This design comes from an exercise in tuning for small area, a short achievable clock period and few clock cycles on the open sky130 flow, not from production work.
The RTL was checked by simulation tests, not by an equivalence proof against the original design.

==> flow/design.v, too long to show whole: its modules and the start of the top module <==
// module lmx_extract: 217 lines
// module lmx_mac: 3434 lines
module lmx_extract (
    input  wire        clk,
    input  wire        rst,
    input  wire        ld_en,
    input  wire [2:0]  ld_arr,      
    input  wire [2:0]  ld_idx,
    input  wire [63:0] ld_data,
    input  wire        cfg_en,
    input  wire        cfg_w8,      
    input  wire [2:0]  cfg_idx_mult,
    input  wire [2:0]  cfg_idx_xor,
    input  wire        start,
    input  wire [15:0] count,
    input  wire        f64,
    output reg         out_valid,
    input  wire        out_ready,
    output wire [63:0] out_data,
    output wire        busy,
    input  wire [2:0]  rd_arr,
    input  wire [2:0]  rd_idx,
    output wire [63:0] rd_data,
    output wire [2:0]  idx_mult,
    output wire [2:0]  idx_xor
);
  // ...
==> flow/flow/run.sh <==
#!/bin/bash
set -euo pipefail
bash standard.sh SETUP_SLACK_MARGIN=10 TNS_END_PERCENT=10 MATCH_CELL_FOOTPRINT=0 \
    "BUFFER_PORTS_ARGS=-buffer_cell sky130_fd_sc_hd__buf_4" \
    "CTS_ARGS=-sink_clustering_enable -repair_clock_nets -dont_use_dummy_load -buf_list {sky130_fd_sc_hd__clkbuf_4}" \
    finish > flow_make.log 2>&1
==> flow/standard.sh <==
#!/bin/bash
# synth_recipe.tcl (not shown) runs the flow's synth.tcl, then flattens the netlist and writes it again
# the make line also repeats each setting of config.mk as NAME=value (left out here)
make -C /OpenROAD-flow-scripts/flow DESIGN_CONFIG=/design/flow/config.mk WORK_HOME=/design/flow/orfs CLKGATE_MAP_FILE= SYNTH_SCRIPT=/design/flow/synth_recipe.tcl "${@:-finish}"
==> flow/config.mk <==
export PLATFORM = sky130hd
export DESIGN_NAME = lmx_extract
export DESIGN_NICKNAME = lmx_extract
export VERILOG_FILES = /design/flow/design.v
export SDC_FILE = /design/flow/constraint.sdc
export NUM_CORES = 4
export LEC_CHECK = 0
export CAP_MARGIN = 20
export CORE_MARGIN = 2
export CORE_UTILIZATION = 40
export PLACE_DENSITY = 0.5
export SLEW_MARGIN = 20
==> flow/constraint.sdc <==
create_clock -name core_clock -period 20.0 [get_ports {clk}]
set_input_delay 4.0000 -clock core_clock [delete_from_list [all_inputs] [get_ports {clk}]]
set_output_delay 4.0000 -clock core_clock [all_outputs]
set_load 0.01 [all_outputs]
==> results by group, run 1 <==
Run status
  • Status: finished clean

GRT
  • GRT Total Usage: 0.3615
  • GRT met1 Usage: 0.4668
  • Total gr overflow: 0
  • Vias in the first global route: 132300

Synthesis
  • Mux cell area share after synthesis: 0.005715
  • Post-Synth XOR/XNOR Area: 0.05522
  • Ys flop type: edfxtp_1
  • Simple logic cell fraction of the synthesized area: 0.04963
  • Largest family of logic cells by synthesized area: compound AO/OA/AOI/OAI gates
  • Synth Area in Adders: 0.1196
  • Area contributors post-synth: edfxtp_1, fa_1, a22oi_1, xor2_1, a22o_1

STA
  • Fin crit share: 0.5645
  • RSZ-0062 raised after global routing: true
  • Post-layout min period: 11.29 ns
  • Rel. slew slack: 0.1151

Setup path
  • Critical-path top delay cell: nand3b_1
  • Worst Path Required: 16.00 ns
  • Critical path depth: 11
  • CP Max Fanout: 34
  • Worst endpoint data arrival time: 7.29 ns

Route
  • Met1 Routed Length: 318.5 mm
  • DRC viols: 0
  • Wire length on met3: 93.47 mm
  • DR WL/cell: 41.52 um

Clocking
  • TritonCTS buffer count: 850
  • Clock Tree Root: clkbuf_4

Layout
  • Post-Layout Cell Count: 20660
  • Final net count: 15880
  • Clock network area share: 0.03086
  • Fillcell total: 41040
  • Most frequent cells in the layout: edfxtp_1, a22oi_1, inv_1, fa_1, xor2_1
  • Fraction of area in multi-input gates: 0.3658
  • Signal buffers: 1128

Die
  • Die height: 680.0 um

Placed design
  • Cell area after placement: 0.1923 sq mm
Testbench counts, summed over its fixed seeds: cycles 8,728.
==> module lmx_extract, before the edit <==
module lmx_extract (
    input  wire        clk,
    input  wire        rst,
    input  wire        ld_en,
    input  wire [2:0]  ld_arr,      
    input  wire [2:0]  ld_idx,
    input  wire [63:0] ld_data,
    input  wire        cfg_en,
    input  wire        cfg_w8,      
    input  wire [2:0]  cfg_idx_mult,
    input  wire [2:0]  cfg_idx_xor,
    input  wire        start,
    input  wire [15:0] count,
    input  wire        f64,
    output reg         out_valid,
    input  wire        out_ready,
    output wire [63:0] out_data,
    output wire        busy,
    input  wire [2:0]  rd_arr,
    input  wire [2:0]  rd_idx,
    output wire [63:0] rd_data,
    output wire [2:0]  idx_mult,
    output wire [2:0]  idx_xor
);
    reg [511:0] mult_x;
    reg [511:0] mult_a;
    reg [511:0] mult_b;
    reg [511:0] xor_x;
    reg [511:0] xor_a;
    reg [511:0] xor_b;
    reg        w8;
    reg [2:0]  im;
    reg [2:0]  ix;
    reg        active;      
    reg [15:0] remaining;
    reg        f64_r;
    reg        pv;          
    reg [63:0] obuf;
    reg        opv;         
    reg [63:0] op_a;
    reg [31:0] op_one;      
    reg [31:0] op_two;
    reg [31:0] op_neg;
    reg [63:0] op_b;
    assign busy     = active | out_valid;
    assign idx_mult = im;
    assign idx_xor  = ix;
    wire [2:0] wlast  = {w8, 2'b11};
    wire       im_end = (im == wlast);
    wire [2:0] im_n   = im_end ? 3'd0 : im + 3'd1;
    wire [2:0] ix_n   = (ix == wlast) ? 3'd0 : ix + 3'd1;
    wire [2:0] pim    = opv ? im_n : im;
    wire [7:0] hp = 8'd1 << pim;
    wire [7:0] hi = 8'd1 << ix;
    wire [7:0] hr = 8'd1 << rd_idx;
    wire [7:0] ra = 8'd1 << rd_arr;
    wire [7:0] h0 = busy ? hp : (hr & {8{ra[0]}});
    wire [7:0] h1 = busy ? hp : (hr & {8{ra[1]}});
    wire [7:0] h2 = busy ? hp : (hr & {8{ra[2]}});
    wire [7:0] h3 = busy ? hi : (hr & {8{ra[3]}});
    wire [7:0] h4 = busy ? hi : (hr & {8{ra[4]}});
    wire [7:0] h5 = busy ? hi : (hr & {8{ra[5]}});
    reg [63:0] mx, ma, mb, xx, xa, xb;
    integer k;
    always @(*) begin
        mx = 64'd0; ma = 64'd0; mb = 64'd0;
        xx = 64'd0; xa = 64'd0; xb = 64'd0;
        for (k = 0; k < 8; k = k + 1) begin
            mx = mx | ({64{h0[k]}} & mult_x[64*k +: 64]);
            ma = ma | ({64{h1[k]}} & mult_a[64*k +: 64]);
            mb = mb | ({64{h2[k]}} & mult_b[64*k +: 64]);
            xx = xx | ({64{h3[k]}} & xor_x[64*k +: 64]);
            xa = xa | ({64{h4[k]}} & xor_a[64*k +: 64]);
            xb = xb | ({64{h5[k]}} & xor_b[64*k +: 64]);
        end
    end
    assign rd_data = mx | ma | mb | xx | xa | xb;
    wire [64:0] xe = {mx, 1'b0};
    reg  [31:0] bd_one, bd_two, bd_neg;
    always @(*) begin
        for (k = 0; k < 32; k = k + 1) begin
            bd_one[k] = xe[2*k+1] ^ xe[2*k];
            bd_two[k] = (xe[2*k+2] & ~xe[2*k+1] & ~xe[2*k]) | (~xe[2*k+2] & xe[2*k+1] & xe[2*k]);
            bd_neg[k] = xe[2*k+2];
        end
    end
    wire [63:0] r0, r1;
    lmx_mac mac (.a(op_a), .one(op_one), .two(op_two), .neg(op_neg), .b(op_b),
                 .r0(r0), .r1(r1));
    wire [63:0] v     = (r0 + r1) ^ xx;
    wire [63:0] xnext = (xa ^ xx) + xb;
    wire [63:0] mz = {obuf[52:0], 11'd0};
    reg  [2:0]  lzb [0:7];
    reg  [7:0]  nzb;
    reg  [2:0]  hz;
    reg  [7:0]  tb;
    reg  [5:0]  lz;
    always @(*) begin
        for (k = 0; k < 8; k = k + 1) begin
            tb     = mz[8*k +: 8];
            nzb[k] = |tb;
            lzb[k] = tb[7] ? 3'd0 : tb[6] ? 3'd1 : tb[5] ? 3'd2 : tb[4] ? 3'd3 :
                     tb[3] ? 3'd4 : tb[2] ? 3'd5 : tb[1] ? 3'd6 : 3'd7;
        end
        hz = nzb[7] ? 3'd0 : nzb[6] ? 3'd1 : nzb[5] ? 3'd2 : nzb[4] ? 3'd3 :
             nzb[3] ? 3'd4 : nzb[2] ? 3'd5 : nzb[1] ? 3'd6 : 3'd7;
        lz = {hz, lzb[3'd7 - hz]};
    end
    wire [63:0] nb    = mz << {hz, 3'd0};
    wire [63:0] norm  = nb << lz[2:0];
    wire [63:0] fbits = (nzb == 8'd0) ? 64'd0 :
                        {1'b0, 11'd1022 - {5'd0, lz}, norm[62:11]};
    assign out_data = f64_r ? fbits : obuf;
    wire idle   = !busy;
    wire go     = idle & start;
    wire go_pv  = go & pv & (count != 16'd0);
    wire do_cfg = idle & !start & cfg_en;
    wire do_ld  = idle & !start & !cfg_en & ld_en;
    wire take   = out_valid & out_ready;
    wire commit = opv & active & (!out_valid | out_ready);
    wire sfill  = opv & !active & take;
    wire m_free = !opv | commit | sfill;
    wire issue  = active ? m_free : (sfill & !im_end);
    wire epoch  = commit & im_end;
    always @(posedge clk) begin
        if (rst) begin
            active    <= 1'b0;
            out_valid <= 1'b0;
            pv        <= 1'b0;
            opv       <= 1'b0;
            remaining <= 16'd0;
            w8        <= 1'b0;
            im        <= 3'd0;
            ix        <= 3'd0;
            f64_r     <= 1'b0;
        end else begin
            if (go) begin
                f64_r <= f64;
                if (count != 16'd0) begin
                    if (pv) begin
                        out_valid <= 1'b1;
                        remaining <= count - 16'd1;
                        active    <= (count != 16'd1);
                        pv        <= 1'b0;
                        im        <= im_n;
                    end else begin
                        remaining <= count;
                        active    <= 1'b1;
                    end
                end
            end
            if (do_cfg) begin
                w8  <= cfg_w8;
                im  <= cfg_idx_mult;
                ix  <= cfg_idx_xor;
                pv  <= 1'b0;
                opv <= 1'b0;
            end
            if (do_ld) begin
                pv  <= 1'b0;
                opv <= 1'b0;
            end
            if (take)
                out_valid <= 1'b0;
            if (busy) begin
                if (issue)
                    opv <= 1'b1;
                else if (m_free)
                    opv <= 1'b0;
            end
            if (commit) begin
                obuf      <= v;
                out_valid <= 1'b1;
                remaining <= remaining - 16'd1;
                if (remaining == 16'd1)
                    active <= 1'b0;
                im <= im_n;
                if (im_end)
                    ix <= ix_n;
            end
            if (sfill) begin
                obuf <= v;
                pv   <= !im_end;
            end
        end
    end
    always @(posedge clk) begin
        if (busy && issue) begin
            op_a <= ma;
            op_one <= bd_one;
            op_two <= bd_two;
            op_neg <= bd_neg;
            op_b <= mb;
        end
    end
    wire [7:0]  ld_sel = {8{do_ld & !rst}} & (8'd1 << ld_idx);
    wire [7:0]  im_sel = {8{(commit | go_pv) & !rst}} & (8'd1 << im);
    wire [7:0]  ix_sel = {8{epoch & !rst}} & (8'd1 << ix);
    wire [63:0] mx_wd  = idle ? (do_ld ? ld_data : obuf) : v;
    wire [63:0] xx_wd  = idle ? ld_data : xnext;
    always @(posedge clk) begin
        for (k = 0; k < 8; k = k + 1) begin
            if ((ld_sel[k] && ld_arr == 3'd0) || im_sel[k])
                mult_x[64*k +: 64] <= mx_wd;
            if (ld_sel[k] && ld_arr == 3'd1)
                mult_a[64*k +: 64] <= ld_data;
            if (ld_sel[k] && ld_arr == 3'd2)
                mult_b[64*k +: 64] <= ld_data;
            if ((ld_sel[k] && ld_arr == 3'd3) || ix_sel[k])
                xor_x[64*k +: 64] <= xx_wd;
            if (ld_sel[k] && ld_arr == 3'd4)
                xor_a[64*k +: 64] <= ld_data;
            if (ld_sel[k] && ld_arr == 3'd5)
                xor_b[64*k +: 64] <= ld_data;
        end
    end
endmodule
==> inputs of run 2 (changes only) <==
--- a/flow/design.v
+++ b/flow/design.v
@@ -79,20 +79,19 @@
     reg  [31:0] bd_one, bd_two, bd_neg;
     always @(*) begin
         for (k = 0; k < 32; k = k + 1) begin
             bd_one[k] = xe[2*k+1] ^ xe[2*k];
             bd_two[k] = (xe[2*k+2] & ~xe[2*k+1] & ~xe[2*k]) | (~xe[2*k+2] & xe[2*k+1] & xe[2*k]);
             bd_neg[k] = xe[2*k+2];
         end
     end
-    wire [63:0] r0, r1;
+    wire [63:0] v;
     lmx_mac mac (.a(op_a), .one(op_one), .two(op_two), .neg(op_neg), .b(op_b),
-                 .r0(r0), .r1(r1));
-    wire [63:0] v     = (r0 + r1) ^ xx;
+                 .m(xx), .v(v));
     wire [63:0] xnext = (xa ^ xx) + xb;
     wire [63:0] mz = {obuf[52:0], 11'd0};
     reg  [2:0]  lzb [0:7];
     reg  [7:0]  nzb;
     reg  [2:0]  hz;
     reg  [7:0]  tb;
     reg  [5:0]  lz;
     always @(*) begin
@@ -216,18 +215,18 @@
     end
 endmodule
 module lmx_mac (
     input  wire [63:0] a,
     input  wire [31:0] one,
     input  wire [31:0] two,
     input  wire [31:0] neg,
     input  wire [63:0] b,
-    output wire [63:0] r0,
-    output wire [63:0] r1
+    input  wire [63:0] m,
+    output wire [63:0] v
 );
     wire one0 = one[0];
     wire two0 = two[0];
     wire neg0 = neg[0];
     wire [63:0] e0 = a[63:0] ^ {64{neg0}};
     wire p0_0 = (one0 & e0[0]) | (two0 & neg0);
     wire p0_1 = (one0 & e0[1]) | (two0 & e0[0]);
     wire p0_2 = (one0 & e0[2]) | (two0 & e0[1]);
@@ -3515,16 +3514,17 @@
     wire c2073 = (c1944 & s1945) | (c1944 & s1815) | (s1945 & s1815);
     wire s2074 = c1946 ^ s1947 ^ s1819;
     wire c2075 = (c1946 & s1947) | (c1946 & s1819) | (s1947 & s1819);
     wire s2076 = c1948 ^ s1949 ^ s1823;
     wire c2077 = (c1948 & s1949) | (c1948 & s1823) | (s1949 & s1823);
     wire s2078 = c1950 ^ s1951 ^ s1827;
     wire c2079 = (c1950 & s1951) | (c1950 & s1827) | (s1951 & s1827);
     wire s2080 = c1952 ^ s1953 ^ s1830;
+    wire [63:0] r0, r1;
     assign r0[0] = s1954;
     assign r1[0] = b[0];
     assign r0[1] = c1955;
     assign r1[1] = s1956;
     assign r0[2] = c1957;
     assign r1[2] = s1958;
     assign r0[3] = c1959;
     assign r1[3] = s1960;
@@ -3643,9 +3643,42 @@
     assign r0[60] = c2073;
     assign r1[60] = s2074;
     assign r0[61] = c2075;
     assign r1[61] = s2076;
     assign r0[62] = c2077;
     assign r1[62] = s2078;
     assign r0[63] = c2079;
     assign r1[63] = s2080;
+    wire [63:0] g0 = r0 & r1;
+    wire [63:0] p0 = r0 ^ r1;
+    wire [63:0] g1, p1;
+    assign g1[0:0] = g0[0:0];
+    assign p1[0:0] = p0[0:0];
+    assign g1[63:1] = g0[63:1] | (p0[63:1] & g0[62:0]);
+    assign p1[63:1] = p0[63:1] & p0[62:0];
+    wire [63:0] g2, p2;
+    assign g2[1:0] = g1[1:0];
+    assign p2[1:0] = p1[1:0];
+    assign g2[63:2] = g1[63:2] | (p1[63:2] & g1[61:0]);
+    assign p2[63:2] = p1[63:2] & p1[61:0];
+    wire [63:0] g3, p3;
+    assign g3[3:0] = g2[3:0];
+    assign p3[3:0] = p2[3:0];
+    assign g3[63:4] = g2[63:4] | (p2[63:4] & g2[59:0]);
+    assign p3[63:4] = p2[63:4] & p2[59:0];
+    wire [63:0] g4, p4;
+    assign g4[7:0] = g3[7:0];
+    assign p4[7:0] = p3[7:0];
+    assign g4[63:8] = g3[63:8] | (p3[63:8] & g3[55:0]);
+    assign p4[63:8] = p3[63:8] & p3[55:0];
+    wire [63:0] g5, p5;
+    assign g5[15:0] = g4[15:0];
+    assign p5[15:0] = p4[15:0];
+    assign g5[63:16] = g4[63:16] | (p4[63:16] & g4[47:0]);
+    assign p5[63:16] = p4[63:16] & p4[47:0];
+    wire [63:0] g6, p6;
+    assign g6[31:0] = g5[31:0];
+    assign p6[31:0] = p5[31:0];
+    assign g6[63:32] = g5[63:32] | (p5[63:32] & g5[31:0]);
+    assign p6[63:32] = p5[63:32] & p5[31:0];
+    assign v = p0 ^ m ^ {g6[62:0], 1'b0};
 endmodule
==> flow/run.sh (new file) <==
#!/bin/bash
# synth_recipe.tcl (not shown) runs the flow's synth.tcl, then flattens the netlist and writes it again
# the make line also repeats each setting of config.mk as NAME=value (left out here)
make -C /OpenROAD-flow-scripts/flow DESIGN_CONFIG=/design/flow/config.mk WORK_HOME=/design/flow/orfs CLKGATE_MAP_FILE= SYNTH_SCRIPT=/design/flow/synth_recipe.tcl finish
==> flow/config.mk (replaced) <==
export PLATFORM = sky130hd
export DESIGN_NAME = lmx_extract
export DESIGN_NICKNAME = lmx_extract
export VERILOG_FILES = /design/flow/design.v
export SDC_FILE = /design/flow/constraint.sdc
export NUM_CORES = 4
export LEC_CHECK = 0
export CAP_MARGIN = 20
export CORE_MARGIN = 2
export CORE_UTILIZATION = 40
export CTS_BUF_LIST = sky130_fd_sc_hd__clkbuf_4
export PLACE_DENSITY = 0.5
export SLEW_MARGIN = 20
removed: flow/flow/run.sh
removed: flow/standard.sh
==> results by group, run 2 <==
STA
  • Setup TNS Final: 0 ns
  • Worst Tran Pin Value: 1.211 ns
  • Peak Freq: 73.10 MHz
  • Hold Violations, Final: 0
  • Rel. slew slack: 0.1852 (+0.07007)
  • Final setup viols: 0
  • Setup WS post-layout: 6.320 ns
  • Slew Limit Fails: 0
  • Post-layout min period: 13.68 ns (+2.391 ns)
  • Fin crit share: 0.6840 (+0.1195)
  • Clock skew: 0.2132 ns
  • RSZ-0062 raised after global routing: false

Synthesis
  • Sequential area share after synthesis: 0.5575
  • Yosys top cell area share: 0.5544
  • Synth area leader: edfxtp_1
  • Synth Warn #: 2
  • Syn nets: 14940
  • Ys flop type: edfxtp_1
  • Number of synthesized flops with an enable pin: 3360
  • Mean Syn Cell Area: 13.31 sq um
  • Seq cells post-synth: 3388
  • Area contributors post-synth: edfxtp_1, fa_1, a22oi_1, xor2_1, a22o_1
  • Most numerous cell in the Yosys netlist: edfxtp_1
  • Synth Cell Area: 0.1820 sq mm
  • Synth top cells by count: edfxtp_1, a22oi_1, inv_1, fa_1, xor2_1
  • Synth cell types: 91
  • Async set-reset flop share out of synthesis: 0
  • Syn Inst Count: 13670

GRT
  • Pin count of the biggest net entering global routing: 130
  • First-pass GRT wire length: 1067 mm
  • Total gr overflow: 0 (unchanged)
  • GRT Total Usage: 0.3318 (-0.02972)
  • Initial antenna violation count: 124
  • Vias in the first global route: 129400 (-2.1%)

Run status
  • Status: finished clean

Die
  • Starting Density: 0.4020
  • IO Pins: 242
  • Die W: 678.5 um
  • Area of the core: 0.4528 sq mm
  • Die ar.: 0.4604 sq mm
  • Die height: 678.5 um (-0.22%)
  • FP Rows: 247

Layout
  • Final net count: 15490 (-2.5%)
  • Fillcell total: 41000 (-0.088%)
  • Multi-input logic area: 0.07306 sq mm
  • Register area: 0.1015 sq mm
  • Syn-to-layout area delta: 11.93%
  • Most common cell after layout, fill and taps aside: edfxtp_1
  • Most frequent cells in the layout: edfxtp_1, a22oi_1, clkbuf_4, inv_1, fa_1
  • Final instance area: 0.2037 sq mm
  • Share of cells above drive strength 1: 0.1578

Clocking
  • CTS max path bufs: 4
  • Post-CTS resize count: 0
  • Clock Tree Root: clkbuf_4
  • CTS tree: done
  • Clock latency (worst-skew pair): 1.68 ns
  • Clock slew seen by the registers of the worst setup and hold paths: 0.06 ns
  • Setup bufs post-CTS: 0
  • Clock sink total: 3388
  • Hold buffers post-CTS: 0
  • H-tree levels: 6
  • TritonCTS buffer count: 872 (+2.6%)

Setup path
  • Critical setup path kind: primary input to output pin
  • Crit path launch type: primary input
  • Worst r2r src: op_one[10]
  • CP Max Fanout: 42 (+24%)
  • Worst flop-to-flop path endpoint: mult_x[503]
  • Worst endpoint data arrival time: 9.68 ns (+2.39 ns)
  • Worst Path Required: 16.00 ns (about the same)
  • CP endpoint kind: output pin
  • Setup crit start: rd_idx[0]
  • Reg2Reg Depth: 27
  • Reg2reg setup slack: 8.49 ns

Placed design
  • Pre-CTS setup slack: 6.454 ns
  • Dpl hpwl: 561.7 mm
  • Cell area after placement: 0.1925 sq mm (+0.11%)
  • Port-buffer cells: 241
  • Placer Congestion: 0.9773

Run
  • Max-Cap Viols: 0

Route
  • Antenna-violating nets left: 0
  • DRC violation total after the first TritonRoute iteration: 18990
  • DR WL/cell: 37.52 um (-9.6%)
  • Drt total wl: 782.5 mm
  • 1st-pass router iterations: 9
  • Via-to-Cell Ratio: 6.352
  • DRC viols: 0 (unchanged)
  • Via count: 132500

Worst hold path
  • Hold Crit Start: mult_a[208]
  • Worst Hold Class: flop to flop
  • Worst hold path endpoint: op_a[16]
  • Hold depth: 2
run 2: cell types whose count changed after synthesis, sizes merged, moves of 49 or more:
| cell | change |
|---|---|
| nand2 | -92 |
| buf | -83 |
| a31oi | -55 |
| o21ai | +67 |
| nor2 | +49 |
| clkbuf | +73 |
run 2: area by class of cell:
cell class	instances	area share
Timing Repair Buffer	795	0.03146
Multi-Input combinational cell	8042	0.3587
Inverter	1112	0.02054
Antenna cell	56	0.0006879
Clock inverter	242	0.007991
Tap cell	5976	0.03670
Sequential cell	3388	0.4980
Clock buffer	1246	0.04592
run 2: critical path, cell delays in order:
cell and delay [ns]:
clkdlybuf4s50_1 0.87, nand3b_1 0.68, nand2b_1 0.41, a21boi_4 0.18, buf_4 0.42, buf_4 0.68, a22oi_1 0.18, and3_1 0.56
nand4b_1 0.47, or3_1 0.48, clkdlybuf4s50_1 0.64
run 2: cells by family (layout without fill, tap and decap cells):
family                   count (synthesis)  after routing  share of synthesized area
adder cells (fa/ha/maj)               1168           1168                     0.1200
multiplexers                           154            154                   0.008628
other                                    0             56                          0
flip-flops                            3388           3388                     0.5575
buffers and inverters                 2240           3395                    0.04671
AND/OR/NAND/NOR                       1786           1786                    0.04738
XOR/XNOR                              1110           1110                    0.05380
AO/OA/AOI/OAI                         3824           3824                     0.1660
run 2: how the worst max path moves through the flow:
stage          cells past startpoint  slack (ns)           to
6_report                          11        6.32  rd_data[14]
3_5_place_dp                      11        6.45  rd_data[14]
5_1_grt                           11        6.34  rd_data[14]
3_3_place_gp                      13        5.85  rd_data[28]
4_1_cts                           11        6.45  rd_data[14]
2_1_floorplan                     10        9.52  rd_data[49]
run 2: metrics by stage:
step | std cells | hold slack (ns) | utilization
finish | 20860 | 0.4570 | 0.4499
global route | 20810 | 0.4978 | 0.4497
CTS | 20800 | 0.4395 | 0.4495
detailed placement | 19310 | 0.4897 | 0.4253
global placement | 19310 | 0.4853 | 0.4249
floorplan | 13670 | 0.4575 | -
run 2: layer usage:
| metal | GRT usage | vias up | share of wire |
|---|---|---|---|
| met4 | 0.1635 | 22 | 0.055 |
| met1 | 0.4449 | 68560 | 0.39 |
| met3 | 0.07673 | 1603 | 0.11 |
| met5 | 0 | - | 0.00019 |
| met2 | 0.5078 | 8602 | 0.45 |
| li1 | - | 53700 | - |
Testbench counts of run 2, summed over its fixed seeds: cycles 8,728.
==> inputs of run 3 (changes only) <==
==> flow/flow/run.sh (new file) <==
#!/bin/bash
set -euo pipefail
bash standard.sh SETUP_SLACK_MARGIN=10 TNS_END_PERCENT=10 MATCH_CELL_FOOTPRINT=0 \
    "BUFFER_PORTS_ARGS=-buffer_cell sky130_fd_sc_hd__buf_4" \
    "CTS_ARGS=-sink_clustering_enable -repair_clock_nets -dont_use_dummy_load -buf_list {sky130_fd_sc_hd__clkbuf_4}" \
    finish > flow_make.log 2>&1
==> flow/standard.sh (new file) <==
#!/bin/bash
# synth_recipe.tcl (not shown) runs the flow's synth.tcl, then flattens the netlist and writes it again
# the make line also repeats each setting of config.mk as NAME=value (left out here)
make -C /OpenROAD-flow-scripts/flow DESIGN_CONFIG=/design/flow/config.mk WORK_HOME=/design/flow/orfs CLKGATE_MAP_FILE= SYNTH_SCRIPT=/design/flow/synth_recipe.tcl "${@:-finish}"
--- a/flow/config.mk
+++ b/flow/config.mk
@@ -9,5 +9,4 @@
 export CORE_MARGIN = 2
-export CORE_UTILIZATION = 40
-export CTS_BUF_LIST = sky130_fd_sc_hd__clkbuf_4
-export PLACE_DENSITY = 0.5
+export CORE_UTILIZATION = 50
+export PLACE_DENSITY = 0.6
 export SLEW_MARGIN = 20
removed: flow/run.sh
==> results by group, run 3 <==
Clocking
  • Clock latency (worst-skew pair): 1.75 ns (+0.07 ns)
  • CTS max path bufs: 4 (unchanged)
  • TritonCTS buffer count: 846 (-3.0%)
  • Clock sink total: 3388 (unchanged)
  • H-tree levels: 6 (unchanged)
  • Clock Tree Root: clkbuf_4
  • CTS tree: done
  • Clock slew seen by the registers of the worst setup and hold paths: 0.06 ns (about the same)

STA
  • Fin crit share: 0.5512 (-0.1328)
  • Hold Violations, Final: 0 (unchanged)
  • Worst Tran Pin Value: 1.286 ns (+0.07433 ns)
  • Final setup viols: 0 (unchanged)
  • Post-layout min period: 11.02 ns (-2.655 ns)
  • Slew Limit Fails: 0 (unchanged)
  • Peak Freq: 90.71 MHz (+24%)
  • Rel. slew slack: 0.1363 (-0.04891)
  • Setup TNS Final: 0 ns (unchanged)
  • RSZ-0062 raised after global routing: true
  • Clock skew: 0.2226 ns (+0.009406 ns)

Worst hold path
  • Worst Hold Class: flop to flop
  • Hold Crit Start: mult_b[113]

GRT
  • Vias in the first global route: 131700 (+1.8%)
  • Initial antenna violation count: 84 (-32%)
  • First-pass GRT wire length: 1070 mm (+0.27%)
  • Pin count of the biggest net entering global routing: 129 (-0.77%)
  • GRT Total Usage: 0.4191 (+0.08730)
  • Total gr overflow: 0 (unchanged)

Route
  • DRC viols: 0 (unchanged)
  • 1st-pass router iterations: 7 (-2)
  • Antenna-violating nets left: 0 (unchanged)
  • DR WL/cell: 40.89 um (+9.0%)
  • Via-to-Cell Ratio: 7.077 (+11%)
  • DRC violation total after the first TritonRoute iteration: 24100 (+27%)
  • Drt total wl: 790.0 mm (+0.97%)
  • Via count: 136700 (+3.2%)

Setup path
  • Worst Path Required: 16.00 ns (about the same)
  • Critical setup path kind: primary input to output pin
  • Setup crit start: rd_idx[0]
  • Crit path launch type: primary input
  • CP endpoint kind: output pin
  • CP Max Fanout: 8 (-81%)
  • Worst endpoint data arrival time: 7.02 ns (-2.66 ns)
  • Worst r2r src: op_two[10]

Synthesis
  • Syn Inst Count: 13670 (unchanged)
  • Sequential area share after synthesis: 0.5575 (unchanged)
  • Synth Warn #: 2 (unchanged)
  • Synth top cells by count: edfxtp_1, a22oi_1, inv_1, fa_1, xor2_1
  • Synth Cell Area: 0.1820 sq mm (unchanged)
  • Syn nets: 14940 (unchanged)
  • Mean Syn Cell Area: 13.31 sq um (unchanged)
  • Synth area leader: edfxtp_1
  • Number of synthesized flops with an enable pin: 3360 (unchanged)
  • Seq cells post-synth: 3388 (unchanged)
  • Area contributors post-synth: edfxtp_1, fa_1, a22oi_1, xor2_1, a22o_1
  • Yosys top cell area share: 0.5544 (unchanged)
  • Synth cell types: 91 (unchanged)
  • Ys flop type: edfxtp_1
  • Async set-reset flop share out of synthesis: 0 (unchanged)
  • Most numerous cell in the Yosys netlist: edfxtp_1

Layout
  • Layout Utilization: 0.5637 (+0.1137)
  • Final instance area: 0.2042 sq mm (+0.23%)
  • Share of cells above drive strength 1: 0.1813 (+0.02342)
  • Final net count: 15740 (+1.7%)
  • Most common cell after layout, fill and taps aside: edfxtp_1
  • Post-Layout Cell Count: 19320 (-7.4%)
  • Syn-to-layout area delta: 12.19%
  • Most frequent cells in the layout: edfxtp_1, a22oi_1, inv_1, fa_1, xor2_1

Run
  • Max-Cap Viols: 0 (unchanged)

Placed design
  • Placer Congestion: 1.006 (+2.9%)
  • Dpl hpwl: 530.3 mm (-5.6%)
  • Placed Cells: 18060 (-6.5%)
  • Port-buffer cells: 241 (unchanged)
  • Cell area after placement: 0.1902 sq mm (-1.2%)

Die
  • FP Rows: 221 (-11%)
  • Starting Density: 0.5024 (+0.1004)
  • Die W: 607.3 um (-10%)
  • Area of the core: 0.3622 sq mm (-20%)
  • Die height: 607.3 um (-10%)
  • IO Pins: 242 (unchanged)
  • Die ar.: 0.3688 sq mm (-20%)

Run status
  • Status: finished clean
==> run 3: layer usage <==
layer,GRT usage,wire length (um)
met5,0,286
met1,0.5341,275800
met2,0.6108,339800
met4,0.2852,63170
met3,0.1344,111000
==> run 3: cells by family (layout without fill, tap and decap cells) <==
group,count (synthesis),count (layout),synth area share
AO/OA/AOI/OAI,3824,3828,0.1660
flip-flops,3388,3388,0.5575
XOR/XNOR,1110,1110,0.05380
AND/OR/NAND/NOR,1786,1787,0.04738
buffers and inverters,2240,3030,0.04671
multiplexers,154,154,0.008628
other,0,62,0
adder cells (fa/ha/maj),1168,1168,0.1200
==> run 3: layout make-up <==
| type | count | area (sq um) |
|---|---|---|
| fillers | 29510 | 158100 |
| flip-flops and latches | 3388 | 101500 |
| multi-input cells | 8047 | 75010 |
| repair buffers | 1072 | 11030 |
| clock buffers | 846 | 6351 |
| well taps | 4794 | 5998 |
| inverters | 1112 | 4184 |
| diodes | 62 | 155.1 |
==> run 3: per-stage QoR <==
step	hold slack, ns	setup slack (ns)
after floorplan	0.4575	9.701
after global placement	0.4796	7.508
after detailed placement	0.4994	7.537
after CTS	0.4974	9.154
after global routing	0.5316	9.120
final	0.4830	8.976
==> run 3: timing repair <==
action	4_1_cts	5_1_grt
setup endpoints to repair	294	186
gates cloned	63	1
buffers inserted	274	14
hold buffers	0	0
pin swaps	221	32
gates resized for setup	785	54
hold endpoints to repair	0	0
==> run 3: worst max-delay path, stage by stage <==
cell       delay (ns)
buf_12           0.12
and3b_2          0.26
a21oi_4          0.18
nor2_4           0.09
buf_6            0.20
clkbuf_16        0.16
a22o_1           0.23
a221oi_2         0.21
and3_4           0.41
nand4_1          0.69
buf_4            0.41
==> run 3: path summary, 6_finish.rpt <==
path	endpoint	slack, ns	cells after the start
setup / recovery	rd_data[17]	8.98	11
setup reg to reg	mult_x[383]	9.29	28
hold / removal	op_b[49]	0.48	2
hold reg to reg	op_b[49]	0.48	2

[separate check: timing with driven ports]
How much do the figures lean on ideal ports? The routed layouts below were timed once more, with nothing changed but the port constraints.
Step 1 sets driving cells, clkbuf_16 on the clock port and buf_2 on the other inputs (assumed; they add their load-dependent delay and slew).
Step 2 adds t to the input delays and takes it off the output delays; t is the mean of the earliest and latest rising clock arrival at the registers after step 1. Input paths then give back, and output paths get back, about the clock's delay inside the block.
Slacks: no drivers / after step 1 / after step 2; pairs: no drivers / after step 1.
run | t, ns | setup slack, ns | worst setup path at the end | slew at the worst register clock pin (ns) | worst data-port slew with drivers (ns)
run 1 | 1.812 | 8.711 / 8.435 / 8.396 | input to register | 0.08 / 0.08 | 0.35
run 2 | 1.704 | 6.320 / 6.076 / 6.076 | input to output | 0.08 / 0.08 | 0.25
run 3 | 1.753 | 8.976 / 8.681 / 8.192 | input to register | 0.07 / 0.07 | 0.35
After both steps setup and hold are still met in every run listed. For run 3, which loses most, drivers alone change the setup slack by -0.295 ns; drivers and shift together by -0.784 ns.
